Background: an optimization exercise with open tools, aiming at small area. Do not read the settings as production practice.
In this exercise RTL edits were held to simulation tests only and were not proved equivalent to the original.
Power and IR drop assume default switching activity.

==> 03-05: inputs <==
==> flow/design.v <==
module vtcore_decode (
    input  wire [31:0] cmd,
    input  wire [1:0]  family,     
    input  wire [1:0]  session,    
    output reg  [2:0]  fault
);
    localparam FAM_UNSET = 2'd0, FAM_I2C = 2'd1, FAM_4W = 2'd2;
    localparam SES_NONE = 2'd0, SES_READY = 2'd1, SES_STARTED = 2'd2, SES_SELECTED = 2'd3;
    localparam F_NONE = 3'd0, F_ILLEGAL = 3'd1, F_SEQUENCE = 3'd2, F_FAMILY = 3'd3;
    wire [3:0]  op    = cmd[31:28];
    wire [4:0]  width = cmd[20:16];
    wire [15:0] value = cmd[15:0];
    reg legal;
    always @(*) begin
        case (op)
            4'h0: legal = 1'b0;
            4'h1: legal = (cmd[27:3]  == 25'd0);
            4'h2, 4'h3, 4'h6, 4'h8, 4'hB, 4'hD:
                  legal = (cmd[27:0]  == 28'd0);
            4'h4, 4'hA, 4'hE:
                  legal = (cmd[27:1]  == 27'd0);
            4'h5: legal = (cmd[27:8]  == 20'd0);
            4'h7: legal = (cmd[27:16] == 12'd0);
            4'h9: legal = (cmd[27:21] == 7'd0) && (width != 5'd0) && (width <= 5'd16) &&
                          ((value >> width) == 16'd0);
            4'hC: legal = (cmd[27:22] == 6'd0);
            default:  
                  legal = (cmd[27:24] == 4'd0);
        endcase
    end
    reg fam_ok;
    always @(*) begin
        case (op)
            4'h2, 4'h3, 4'h4, 4'h5, 4'h6, 4'h7:             fam_ok = (family == FAM_I2C);
            4'h8, 4'h9, 4'hA, 4'hB, 4'hC, 4'hD:             fam_ok = (family == FAM_4W);
            4'hF:                                           fam_ok = (family != FAM_UNSET);
            default:                                        fam_ok = 1'b1;
        endcase
    end
    reg seq_ok;
    always @(*) begin
        case (op)
            4'h3:             seq_ok = (session == SES_READY);
            4'h4, 4'h5, 4'h6: seq_ok = (session == SES_STARTED);
            4'h9, 4'hA:       seq_ok = (session == SES_SELECTED);
            4'hE:             seq_ok = (session == SES_NONE) && (family == FAM_UNSET);
            default:          seq_ok = (session == SES_NONE);
        endcase
    end
    wire prog_ok = (op != 4'hF) ||
                   ((family == FAM_I2C) ? (cmd[15:8] == 8'd0) : (cmd[23:22] == 2'd0));
    always @(*) begin
        if (!legal)        fault = F_ILLEGAL;
        else if (!fam_ok)  fault = F_FAMILY;
        else if (!seq_ok)  fault = F_SEQUENCE;
        else if (!prog_ok) fault = F_ILLEGAL;
        else               fault = F_NONE;
    end
endmodule
module vtcore (
    input  wire        clk,
    input  wire        rst,           
    input  wire        cmd_valid,
    input  wire [31:0] cmd_data,
    output wire        cmd_ready,
    input  wire [15:0] io_base,
    output wire        port_wr,
    output wire [15:0] port_addr,
    output wire [31:0] port_wdata,
    input  wire        port_fail,
    output wire [15:0] pc,
    output wire [2:0]  fault_code,
    output wire [15:0] fault_pc,
    output wire [31:0] fault_cmd
);
    localparam FAM_UNSET = 2'd0, FAM_I2C = 2'd1, FAM_4W = 2'd2;
    localparam SES_NONE = 2'd0, SES_READY = 2'd1, SES_STARTED = 2'd2, SES_SELECTED = 2'd3;
    localparam ST_IDLE = 2'd0, ST_CHECK = 2'd1, ST_WRITE = 2'd2, ST_HOLD = 2'd3;
    localparam SG_LINES = 4'd0,
               SG_INIT0 = 4'd1,  SG_INIT1 = 4'd2,
               SG_START0 = 4'd3, SG_START1 = 4'd4,
               SG_IBIT = 4'd5,
               SG_STOP0 = 4'd6,  SG_STOP1 = 4'd7,  SG_STOP2 = 4'd8,
               SG_SPRE = 4'd9,   SG_SASRT = 4'd10,
               SG_SBIT = 4'd11,  SG_SDESEL = 4'd12;
    localparam [12:0] L_INIT  = 13'b1110101010011;  
    localparam [12:0] L_FRAME = 13'b0001000100010;  
    localparam [12:0] L_IBIT  = 13'b1110101111100;  
    localparam [12:0] L_PRE   = 13'b0101010101111;  
    localparam [12:0] L_SBIT  = 13'b1111110101101;  
    localparam [12:0] L_SHORT = 13'b0011111010010;  
    localparam [12:0] L_LONG  = 13'b0001001101111;  
    reg [1:0]  state;
    reg [1:0]  family;
    reg [1:0]  session;
    reg [2:0]  fault_code_r;
    reg [15:0] pc_r;
    reg [31:0] cmd_r;
    reg [3:0]  seg;
    reg [1:0]  phase;
    reg [4:0]  m;        
    reg        ack;      
    reg [1:0]  frame;    
    reg [12:0] hc;
    wire halted = (fault_code_r != 3'd0);
    wire [3:0] op = cmd_r[31:28];
    assign cmd_ready  = (state == ST_IDLE) && !halted;
    assign pc         = pc_r;
    assign fault_code = fault_code_r;
    assign fault_pc   = pc_r;
    assign fault_cmd  = cmd_r;
    assign port_addr  = {io_base[15:5] + 11'd1, io_base[4:0]};
    assign port_wr    = (state == ST_WRITE);
    wire [2:0] dec_fault;
    vtcore_decode u_decode (.cmd(cmd_r), .family(family), .session(session), .fault(dec_fault));
    wire [31:0] vec = {8'hA0, cmd_r[23:0]};
    wire        vbit = vec[m];
    wire        is_prog = (op == 4'hF);
    wire        wen_frame = (op != 4'hC) && !(is_prog && frame == 2'd1);
    wire        spi_zero  = wen_frame && !(m[4] && m[3] && m[1]);
    wire        long_pause = (op == 4'hA) ? cmd_r[0] : ((op == 4'hC) || (is_prog && frame == 2'd1));
    reg        w_cs, w_clk, w_do;
    reg [12:0] w_load;
    always @(*) begin
        w_cs = 1'b1; w_clk = 1'b0; w_do = 1'b0; w_load = L_FRAME;
        case (seg)
            SG_LINES:  begin w_cs = cmd_r[2]; w_clk = cmd_r[1]; w_do = cmd_r[0]; end
            SG_INIT0:  begin w_load = L_INIT; end
            SG_INIT1:  begin w_clk = 1'b1; w_do = 1'b1; w_load = L_INIT; end
            SG_START0: begin w_clk = 1'b1; end
            SG_START1: begin end
            SG_IBIT:   begin w_cs = 1'b0; w_clk = (phase == 2'd1); w_do = vbit && !ack; w_load = L_IBIT; end
            SG_STOP0:  begin end
            SG_STOP1:  begin w_clk = 1'b1; end
            SG_STOP2:  begin w_clk = 1'b1; w_do = 1'b1; end
            SG_SPRE:   begin w_cs = 1'b0; w_load = L_PRE; end
            SG_SASRT:  begin w_load = L_SBIT; end
            SG_SBIT:   begin w_clk = (phase == 2'd1); w_do = vbit && !(op != 4'h9 && spi_zero); w_load = L_SBIT; end
            default:   begin w_cs = 1'b0; w_load = long_pause ? L_LONG : L_SHORT; end
        endcase
    end
    assign port_wdata = {1'b1, 6'd0, w_cs, 6'd0, w_clk, 11'd0, w_do, 5'd0};
    wire last_phase = (phase == 2'd2);
    wire hold_done  = &hc;
    reg       nx_done;
    reg [3:0] nx_seg;
    always @(*) begin
        nx_done = 1'b0;
        nx_seg  = seg;
        case (seg)
            SG_INIT0:  nx_seg = SG_INIT1;
            SG_INIT1:  if (op == 4'h2) nx_done = 1'b1; else nx_seg = SG_START0;
            SG_START0: nx_seg = SG_START1;
            SG_START1: if (op == 4'h3) nx_done = 1'b1; else nx_seg = SG_IBIT;
            SG_IBIT:   if (last_phase) begin
                           if (op == 4'h4) nx_done = 1'b1;
                           else if (ack && m[4:3] == 2'd0) begin
                               if (op == 4'h5) nx_done = 1'b1; else nx_seg = SG_STOP0;
                           end
                       end
            SG_STOP0:  nx_seg = SG_STOP1;
            SG_STOP1:  nx_seg = SG_STOP2;
            SG_STOP2:  nx_done = 1'b1;
            SG_SPRE:   nx_seg = SG_SASRT;
            SG_SASRT:  if (op == 4'h8) nx_done = 1'b1; else nx_seg = SG_SBIT;
            SG_SBIT:   if (last_phase && m == 5'd0) begin
                           if (op == 4'h9) nx_done = 1'b1; else nx_seg = SG_SDESEL;
                       end
            SG_SDESEL: if (is_prog && frame != 2'd2) nx_seg = SG_SPRE; else nx_done = 1'b1;
            default:   nx_done = 1'b1;
        endcase
    end
    reg [1:0] done_session;
    always @(*) begin
        case (op)
            4'h2:    done_session = SES_READY;
            4'h3:    done_session = SES_STARTED;
            4'h6:    done_session = SES_NONE;
            4'h8:    done_session = SES_SELECTED;
            4'hA:    done_session = SES_NONE;
            default: done_session = session;
        endcase
    end
    always @(posedge clk) begin
        if (rst) begin
            state        <= ST_IDLE;
            family       <= FAM_UNSET;
            session      <= SES_NONE;
            fault_code_r <= 3'd0;
            pc_r         <= 16'd0;
        end else begin
            case (state)
                ST_IDLE: begin
                    if (cmd_valid && !halted) begin
                        cmd_r <= cmd_data;
                        state <= ST_CHECK;
                    end
                end
                ST_CHECK: begin
                    phase <= 2'd0;
                    frame <= 2'd0;
                    ack   <= 1'b0;
                    if (dec_fault != 3'd0) begin
                        fault_code_r <= dec_fault;
                        state        <= ST_IDLE;
                    end else begin
                        state <= ST_WRITE;
                        case (op)
                            4'h1: seg <= SG_LINES;
                            4'h2: seg <= SG_INIT0;
                            4'h3: seg <= SG_START0;
                            4'h4: begin seg <= SG_IBIT; m <= 5'd0; end
                            4'h5: begin seg <= SG_IBIT; m <= 5'd7; end
                            4'h6: seg <= SG_STOP0;
                            4'h7: begin seg <= SG_INIT0; m <= 5'd31; end
                            4'h8: seg <= SG_SPRE;
                            4'h9: begin seg <= SG_SBIT; m <= cmd_r[20:16] - 5'd1; end
                            4'hA: seg <= SG_SDESEL;
                            4'hB, 4'hC, 4'hD: begin seg <= SG_SPRE; m <= 5'd31; end
                            4'hE: begin
                                family <= cmd_r[0] ? FAM_4W : FAM_I2C;
                                pc_r   <= pc_r + 16'd1;
                                state  <= ST_IDLE;
                            end
                            default: begin
                                m <= 5'd31;
                                seg <= (family == FAM_I2C) ? SG_INIT0 : SG_SPRE;
                            end
                        endcase
                    end
                end
                ST_WRITE: begin
                    if (port_fail) begin
                        fault_code_r <= 3'd4;
                        state        <= ST_IDLE;
                    end else if (seg == SG_LINES) begin
                        pc_r    <= pc_r + 16'd1;
                        session <= done_session;
                        state   <= ST_IDLE;
                    end else begin
                        hc    <= w_load;
                        state <= ST_HOLD;
                    end
                end
                default: begin
                    hc <= {hc[11:0], hc[12] ^ hc[11]};
                    if (!hold_done) begin
                    end else if (nx_done) begin
                        pc_r    <= pc_r + 16'd1;
                        session <= done_session;
                        state   <= ST_IDLE;
                    end else begin
                        state <= ST_WRITE;
                        seg   <= nx_seg;
                        if (seg == SG_IBIT) begin
                            if (last_phase) begin
                                phase <= 2'd0;
                                if (ack) begin
                                    ack <= 1'b0;
                                    m   <= {m[4] & m[3] & is_prog, m[4] & m[3] & ~is_prog, 3'b111};
                                end else if (m[2:0] == 3'd0) begin
                                    ack <= 1'b1;
                                end else begin
                                    m <= m - 5'd1;
                                end
                            end else begin
                                phase <= phase + 2'd1;
                            end
                        end
                        if (seg == SG_SBIT) begin
                            if (last_phase) begin
                                phase <= 2'd0;
                                m <= (m == 5'd29) ? 5'd21 : m - 5'd1;
                            end else begin
                                phase <= phase + 2'd1;
                            end
                        end
                        if (seg == SG_SASRT || seg == SG_START1) begin
                            phase <= 2'd0;
                        end
                        if (seg == SG_SDESEL) begin
                            frame <= frame + 2'd1;
                            m     <= 5'd31;
                        end
                    end
                end
            endcase
        end
    end
endmodule
==> flow/run.sh <==
#!/bin/bash
# synth_recipe.tcl (not shown) runs the flow's synth.tcl, then flattens the netlist and writes it again
# the make line also repeats each setting of config.mk as NAME=value (left out here)
make -C /OpenROAD-flow-scripts/flow DESIGN_CONFIG=/design/flow/config.mk WORK_HOME=/design/flow/orfs CLKGATE_MAP_FILE= SYNTH_SCRIPT=/design/flow/synth_recipe.tcl finish
==> flow/config.mk <==
export PLATFORM = sky130hd
export DESIGN_NAME = vtcore
export DESIGN_NICKNAME = vtcore
export VERILOG_FILES = /design/flow/design.v
export SDC_FILE = /design/flow/constraint.sdc
export NUM_CORES = 4
export LEC_CHECK = 0
export ABC_AREA = 1
export CAP_MARGIN = 20
export CORE_MARGIN = 2
export CORE_UTILIZATION = 40
export PLACE_DENSITY = 0.6
export SLEW_MARGIN = 20
==> flow/constraint.sdc <==
create_clock -name core_clock -period 5.0 [get_ports {clk}]
set_input_delay 1.0000 -clock core_clock [delete_from_list [all_inputs] [get_ports {clk}]]
set_output_delay 1.0000 -clock core_clock [all_outputs]
set_load 0.01 [all_outputs]
==> 12-15: changes against 03-05 <==
==> flow/flow/run.sh (new file) <==
#!/bin/bash
# Standard ORFS layout with smaller port buffers and a clock tree without dummy loads.
set -euo pipefail
bash standard.sh finish \
  "BUFFER_PORTS_ARGS=-buffer_cell sky130_fd_sc_hd__buf_1" \
  "CTS_ARGS=-sink_clustering_enable -repair_clock_nets -dont_use_dummy_load -buf_list {sky130_fd_sc_hd__clkbuf_4 sky130_fd_sc_hd__clkbuf_8}" \
  > flow_make.log 2>&1
==> flow/standard.sh (new file) <==
#!/bin/bash
# synth_recipe.tcl (not shown) runs the flow's synth.tcl, then flattens the netlist and writes it again
# the make line also repeats each setting of config.mk as NAME=value (left out here)
make -C /OpenROAD-flow-scripts/flow DESIGN_CONFIG=/design/flow/config.mk WORK_HOME=/design/flow/orfs CLKGATE_MAP_FILE= SYNTH_SCRIPT=/design/flow/synth_recipe.tcl "${@:-finish}"
removed: flow/run.sh
==> comparison <==
- Against 12-15, the wire length of 03-05 is higher by 4.0%.
- Sequential share of layout area: 12-15 is higher than 03-05 (3.9 points).
- In area after synthesis, 03-05 and 12-15 do not differ.
- Critical path depth is the same in 03-05 and 12-15.
- Sequential power is about the same in 12-15 and 03-05.

separate check: timing with driven ports:
The flow's constraints put no driver on any port. The routed layouts listed below were extracted and timed again, unchanged, in two steps.
Step 1 assumes that a clkbuf_16 drives the clock port and a buf_2 every other input.
Step 2 adds t to the input delays and takes it off the output delays; t is the mean of the earliest and latest rising clock arrival at the registers after step 1. Input paths then give back, and output paths get back, about the clock's delay inside the block.
a / b / c = no drivers / after step 1 / after step 2; a / b = the first two.
| run | t, ns | slack for setup (ns) | cell pins on the clock port's net |
|---|---|---|---|
| 03-05 | 0.382 | 0.709 / 0.668 / 0.996 | 1 |
| 12-15 | 0.414 | 1.137 / 1.099 / 1.513 | 1 |
After both steps every run listed still meets setup and hold.
